This design comes from an exercise in tuning for small area, a short achievable clock period and few clock cycles per item on the open sky130 flow, not from production work.
At most, simulation tests tie the RTL to the original design; equivalence was not proved.
No activity file was given, so power comes from the tool's default toggle rates.

== job 5913 ==
==> flow/design.v (excerpt) <==
module frame_decoder (
    input  wire        clk,
    input  wire        rst,           
    input  wire        cmd_valid,
    output reg         cmd_ready,
    input  wire [2:0]  cmd_op,
    input  wire [63:0] cmd_arg,
    output reg         rsp_valid,
    output wire [7:0]  rsp_status,
    output wire [7:0]  rsp_cause,
    output wire [63:0] rsp_result,
    input  wire        in_valid,
    output reg         in_ready,
    input  wire [7:0]  in_data,
    output wire        out_valid,
    input  wire        out_ready,
    output wire [7:0]  out_data
);
Size: ~2800 cells after synthesis, roughly 610 flip-flops, ~170 I/O pins.
clock: 12.0 ns
lec_check: 0
cap_margin: 40
core_margin: 2
core_utilization: 55
cts_buf_list: sky130_fd_sc_hd__clkbuf_8
place_density: 0.65
slew_margin: 40
standard.sh (not shown) runs the stock make flow with config.mk's settings and CLKGATE_MAP_FILE= SYNTH_SCRIPT=/design/flow/synth_recipe.tcl, a recipe that flattens the netlist after the stock synthesis.
==> flow/flow/run.sh <==
#!/bin/bash
# The standard layout (the standard.sh, unchanged synthesis), with two
# settings changed: timing repair aims at a setup slack of 8.0 ns instead of 0,
# so the layout reaches a shorter period, and the buffer put on every port is
# a buf_2 instead of the delay cell the resizer picks by default. Each ORFS
# step writes its own log under orfs/logs; make's output goes to the logs
# named below.
set -euo pipefail
bash standard.sh synth > synth_make.log 2>&1
bash standard.sh SETUP_SLACK_MARGIN=8.0 "BUFFER_PORTS_ARGS=-buffer_cell sky130_fd_sc_hd__buf_2" finish > layout_make.log 2>&1
Job 5913: flow completed, timing, DRC and antenna clean
Testbench counts of job 5913, summed over its fixed seeds: cycles 55,012, items 54,500.
Input-level comparison between job 8901 and job 5913:
- changing PLACE_DENSITY from 0.65 to 0.72
- changing CORE_UTILIZATION from 55 to 65
### Flow results
Changes observed in job 8901 relative to job 5913: non-clock buffer count has decreased, number of non-filler instances in the completed layout now sits lower.
Job 5913 has lower critical path depth than job 8901.
Relative to job 5913, number of diodes has increased by 2 in job 8901.
Edits applied to the flow inputs when going from job 8901 to job 4079:
- CTS_CLUSTER_DIAMETER: unset -> 50
- CTS_CLUSTER_SIZE: unset -> 16
## What came out
Diff job 8901 -> job 4079: part of the cycle the worst path needs stayed essentially flat; violation count after the first detailed-routing iteration has decreased; leakage power summed over all cells lower; worst hold margin has increased; utilization of the core after routing lost 1.7 points. In job 4079, fraction of power consumed by combinational cells is higher than in job 8901. The higher clock buffer count from CTS of job 8901 and job 4079 is in job 8901. Job 4079 vs job 8901: post-detailed-routing wire length down.
Modified inputs, job 5028 compared to job 4079
- changing CTS_CLUSTER_DIAMETER from 50 to 80
- changing CTS_CLUSTER_SIZE from 16 to 24
- changing CTS_BUF_LIST from sky130_fd_sc_hd__clkbuf_8 to sky130_fd_sc_hd__clkbuf_16
### Flow results
Delta (job 5028 minus job 4079): routed wire length did not really move; first-pass GRT wire length went up; logic depth of the worst setup path including buffers went up.
Job 4079 reports its cell type of the slowest stage on the worst timing path as sky130_fd_sc_hd__a31oi_4 while job 5028 reports sky130_fd_sc_hd__edfxtp_1.
The origin of the worst setup path comes out in_data[0] in one run and dr[0] in the other, namely in job 4079 and job 5028 respectively.
The inputs of job 6790 differ from those of job 5028 as listed below.
- CTS_CLUSTER_DIAMETER no longer set, was 80
- CTS_CLUSTER_SIZE no longer set, was 24
- CTS_BUF_LIST now sky130_fd_sc_hd__clkbuf_8, was sky130_fd_sc_hd__clkbuf_16
- ABC_AREA now 1, previously not set
Findings:
- From job 5028 to job 6790 the numbers moved as follows: setup slack went up 110 ps; area overhead of the layout relative to synthesis now sits higher; sequential power now sits lower; design area picked up an extra 0.0029 mm^2; count of standard-cell rows rose 2.
- Compared with job 5028, in job 6790 number of iterations in the first detailed-routing pass decreased 1, sequential share of layout area went down.
- For the transition time at the pin with the least slew margin, job 6790 came in 6.0 ps lower than job 5028 did.

========
Another version of the RTL of frame_decoder (not shown whole).
Size in the first run: about 2800 cells after synthesis, about 600 flip-flops, roughly 170 I/O pins, ~31000 µm² of cells after synthesis.
export LEC_CHECK = 0
export CAP_MARGIN = 40
export CORE_MARGIN = 2
export CORE_UTILIZATION = 75
export CTS_BUF_LIST = sky130_fd_sc_hd__clkbuf_8
export PLACE_DENSITY = 0.82
export SLEW_MARGIN = 40
create_clock -name core_clock -period 12.0 [get_ports {clk}]
Scripts as last shown in full above: flow/flow/run.sh
The first run reached the layout checks and failed them: capacitance limit, slew limit.
Rerun with:
==> flow/flow/run.sh (replaced) <==
#!/bin/bash
# The standard layout (the standard.sh, unchanged synthesis), with two
# settings changed: timing repair aims at a setup slack of 8.2 ns instead of 0,
# so the layout reaches a shorter period, and the buffer put on every port is
# a buf_2 instead of the delay cell the resizer picks by default. Each ORFS
# step writes its own log under orfs/logs; make's output goes to the logs
# named below.
set -euo pipefail
bash standard.sh synth > synth_make.log 2>&1
bash standard.sh SETUP_SLACK_MARGIN=8.2 "BUFFER_PORTS_ARGS=-buffer_cell sky130_fd_sc_hd__buf_2" finish > layout_make.log 2>&1
- CORE_UTILIZATION: 75 -> 65
- PLACE_DENSITY: 0.82 -> 0.72
Effect:
- The changed run went through all stages and came out clean
- wire length drops by a few percent
- sequential share of layout area drops by 1.0 points
- final cell count climbs by a few percent
- combinational power stays flat
- hold slack is about the same
- clock power climbs by a few percent
- utilization drops by 9.4 points
- non-clock buffer count climbs by 32
- setup slack improved by 0.17 ns
- fmax climbs by a few percent
- die area climbs by about a fifth
Rerun with:
==> flow/flow/run.sh (replaced) <==
#!/bin/bash
# The standard layout (the standard.sh, unchanged synthesis), with two
# settings changed: timing repair aims at a setup slack of 8.0 ns instead of 0,
# so the layout reaches a shorter period, and the buffer put on every port is
# a buf_2 instead of the delay cell the resizer picks by default. Each ORFS
# step writes its own log under orfs/logs; make's output goes to the logs
# named below.
set -euo pipefail
bash standard.sh synth > synth_make.log 2>&1
bash standard.sh SETUP_SLACK_MARGIN=8.0 "BUFFER_PORTS_ARGS=-buffer_cell sky130_fd_sc_hd__buf_2" finish > layout_make.log 2>&1
- CTS_CLUSTER_DIAMETER: unset -> 50
- CTS_CLUSTER_SIZE: unset -> 16
Outcome: Count of clock-buffer cells in the layout falls by 53. Setup slack got worse by 0.053 ns. Die area is unchanged. Register-to-register slack gets worse by 0.08 ns.
Rerun with:
- ABC_AREA: unset -> 1
- CTS_CLUSTER_DIAMETER: 50 -> unset
- CTS_CLUSTER_SIZE: 16 -> unset
The changed run passed the timing, DRC and antenna checks.
Utilization went up by 0.44 points.
Count of clock-buffer cells in the layout grows by 49.
Routed wire length rose by 19%.
Power rose by about 10%.
Global-route usage came out higher by 3.9 points.
Setup slack improves by 0.073 ns.
Synthesized area grows by 5.7%.
Clock power climbs by 30%.
No run of this note included a check of the RTL's function; only the layout flow was run.

========
frame_decoder, a different RTL version from the one above (not shown whole).
Size: roughly 590 flip-flops, roughly 170 I/O pins, ~0.031 sq mm of cells after synthesis.
clock: 12.0 ns
lec_check: 0
cap_margin: 40
core_margin: 2
core_utilization: 55
cts_buf_list: sky130_fd_sc_hd__clkbuf_4
place_density: 0.65
slew_margin: 40
==> flow/flow/run.sh <==
#!/bin/bash
# The standard layout (the standard.sh, unchanged synthesis), with two
# settings changed: timing repair aims at a setup slack of 8.0 ns instead of 0,
# so the layout reaches a shorter period, and the buffer put on every port is
# a buf_2 instead of the delay cell the resizer picks by default. Each ORFS
# step writes its own log under orfs/logs; make's output goes to the logs
# named below.
set -euo pipefail
bash standard.sh synth > synth_make.log 2>&1
bash standard.sh SETUP_SLACK_MARGIN=8.0 "BUFFER_PORTS_ARGS=-buffer_cell sky130_fd_sc_hd__buf_2" finish > layout_make.log 2>&1
The baseline ran to the end with no violations.
Next try:
==> flow/flow/run.sh (replaced) <==
#!/bin/bash
# The standard layout (the standard.sh, unchanged synthesis), with two
# settings changed: timing repair aims at a setup slack of 8.5 ns instead of 0,
# so the layout reaches a shorter period, and the buffer put on every port is
# a buf_4 instead of the delay cell the resizer picks by default. Each ORFS
# step writes its own log under orfs/logs; make's output goes to the logs
# named below.
set -euo pipefail
bash standard.sh synth > synth_make.log 2>&1
bash standard.sh SETUP_SLACK_MARGIN=8.5 "BUFFER_PORTS_ARGS=-buffer_cell sky130_fd_sc_hd__buf_4" finish > layout_make.log 2>&1
--- a/flow/config.mk
+++ b/flow/config.mk
@@ -8,6 +8,4 @@
 export CAP_MARGIN = 40
 export CORE_MARGIN = 2
-export CORE_UTILIZATION = 55
-export CTS_BUF_LIST = sky130_fd_sc_hd__clkbuf_4
-export PLACE_DENSITY = 0.65
+export CORE_UTILIZATION = 40
 export SLEW_MARGIN = 40
Effect: Worst setup slack loses 0.18 ns; core utilization is lower by 11 points; hold slack gains 0.0041 ns; final area is higher by 14%; clock power is higher by about 9%; area after synthesis stays the same; die area is higher by 37%; non-clock buffer count is higher by 211; final cell count is higher by 7.2%; fmax is lower by 4.1%; register-to-register slack gains 0.06 ns.
Next try:
==> flow/flow/run.sh (replaced) <==
#!/bin/bash
# The standard layout (the standard.sh, unchanged synthesis), with two
# settings changed: timing repair aims at a setup slack of 8.0 ns instead of 0,
# so the layout reaches a shorter period, and the buffer put on every port is
# a buf_2 instead of the delay cell the resizer picks by default. Each ORFS
# step writes its own log under orfs/logs; make's output goes to the logs
# named below.
set -euo pipefail
bash standard.sh synth > synth_make.log 2>&1
bash standard.sh SETUP_SLACK_MARGIN=8.0 "BUFFER_PORTS_ARGS=-buffer_cell sky130_fd_sc_hd__buf_2" finish > layout_make.log 2>&1
--- a/flow/config.mk
+++ b/flow/config.mk
@@ -8,4 +8,6 @@
 export CAP_MARGIN = 40
 export CORE_MARGIN = 2
-export CORE_UTILIZATION = 40
+export CORE_UTILIZATION = 55
+export CTS_BUF_LIST = sky130_fd_sc_hd__clkbuf_8
+export PLACE_DENSITY = 0.65
 export SLEW_MARGIN = 40
What happened:
- The new run passed the timing, DRC and antenna checks
- via count went down by 4.8%
- final area goes down by 11%
- flip-flop and latch count is unchanged
- setup slack is better by 0.13 ns
- core utilization rose by 12 points
- global-route usage rose by 5.2 points
- register-to-register slack is worse by 0.11 ns
- area after synthesis stays the same
- combinational power shrinks by about 30%
- wire length falls by about 12%
- non-clock buffer count fell by 190
Next try:
==> flow/flow/run.sh (replaced) <==
#!/bin/bash
# The standard layout (the standard.sh, unchanged synthesis), with two
# settings changed: timing repair aims at a setup slack of 8.0 ns instead of 0,
# so the layout reaches a shorter period, and the buffer put on every port is
# a buf_4 instead of the delay cell the resizer picks by default. Each ORFS
# step writes its own log under orfs/logs; make's output goes to the logs
# named below.
set -euo pipefail
bash standard.sh synth > synth_make.log 2>&1
bash standard.sh SETUP_SLACK_MARGIN=8.0 "BUFFER_PORTS_ARGS=-buffer_cell sky130_fd_sc_hd__buf_4" finish > layout_make.log 2>&1
--- a/flow/config.mk
+++ b/flow/config.mk
@@ -8,6 +8,4 @@
 export CAP_MARGIN = 40
 export CORE_MARGIN = 2
-export CORE_UTILIZATION = 55
-export CTS_BUF_LIST = sky130_fd_sc_hd__clkbuf_8
-export PLACE_DENSITY = 0.65
+export CORE_UTILIZATION = 40
 export SLEW_MARGIN = 40
Effect: Cell area is higher by a few percent. Global-route usage went down by 5.4 points. Area after synthesis does not change. Core utilization went down by 15 points.
Function was not checked in any run of this note: the RTL went through the layout flow alone.

[port drivers added, routing unchanged]
No port has a modelled driver above. Below, the same layouts with a new extraction and two added sets of constraints. Step 1 assumes that a clkbuf_16 drives the clock port and a buf_2 every other input. Step 2 also shifts input and output timing later by t, the mid clock arrival at the registers, as if the neighbouring blocks saw the same clock. Slacks: no drivers / after step 1 / after step 2; pairs: no drivers / after step 1.
| run | shift t [ns] | setup WS [ns] | worst slew at a driven data input, ns | cell pins on the clock port's net |
|---|---|---|---|---|
| job 5913 | 0.765 | 8.050 / 7.987 / 7.326 | 0.08 | 1 |
| job 8901 | 0.746 | 8.035 / 8.065 / 7.318 | 0.07 | 1 |
| job 4079 | 0.752 | 8.035 / 8.061 / 7.312 | 0.07 | 1 |
| job 5028 | 0.635 | 7.979 / 7.979 / 7.420 | 0.07 | 1 |
| job 6790 | 0.784 | 8.084 / 8.025 / 7.358 | 0.05 | 1 |
| the first run of note 2 | 0.762 | 7.828 / 7.828 / 7.269 | 0.08 | 1 |
| the second run of note 2 | 0.744 | 7.999 / 7.998 / 7.253 | 0.08 | 1 |
| the third run of note 2 | 0.730 | 7.946 / 7.939 / 7.209 | 0.13 | 1 |
| the fourth run of note 2 | 0.754 | 8.019 / 8.019 / 7.356 | 0.08 | 1 |
| the first run of note 3 | 1.046 | 7.881 / 7.881 / 6.920 | 0.05 | 1 |
| the second run of note 3 | 0.673 | 7.705 / 7.686 / 7.013 | 0.16 | 1 |
| the third run of note 3 | 0.760 | 7.833 / 7.833 / 7.078 | 0.09 | 1 |
| the fourth run of note 3 | 0.681 | 7.660 / 7.646 / 6.964 | 0.15 | 1 |
The setup slack of the first run of note 3, which loses most, moves by 0.000 ns with the drivers and by -0.961 ns with both steps.
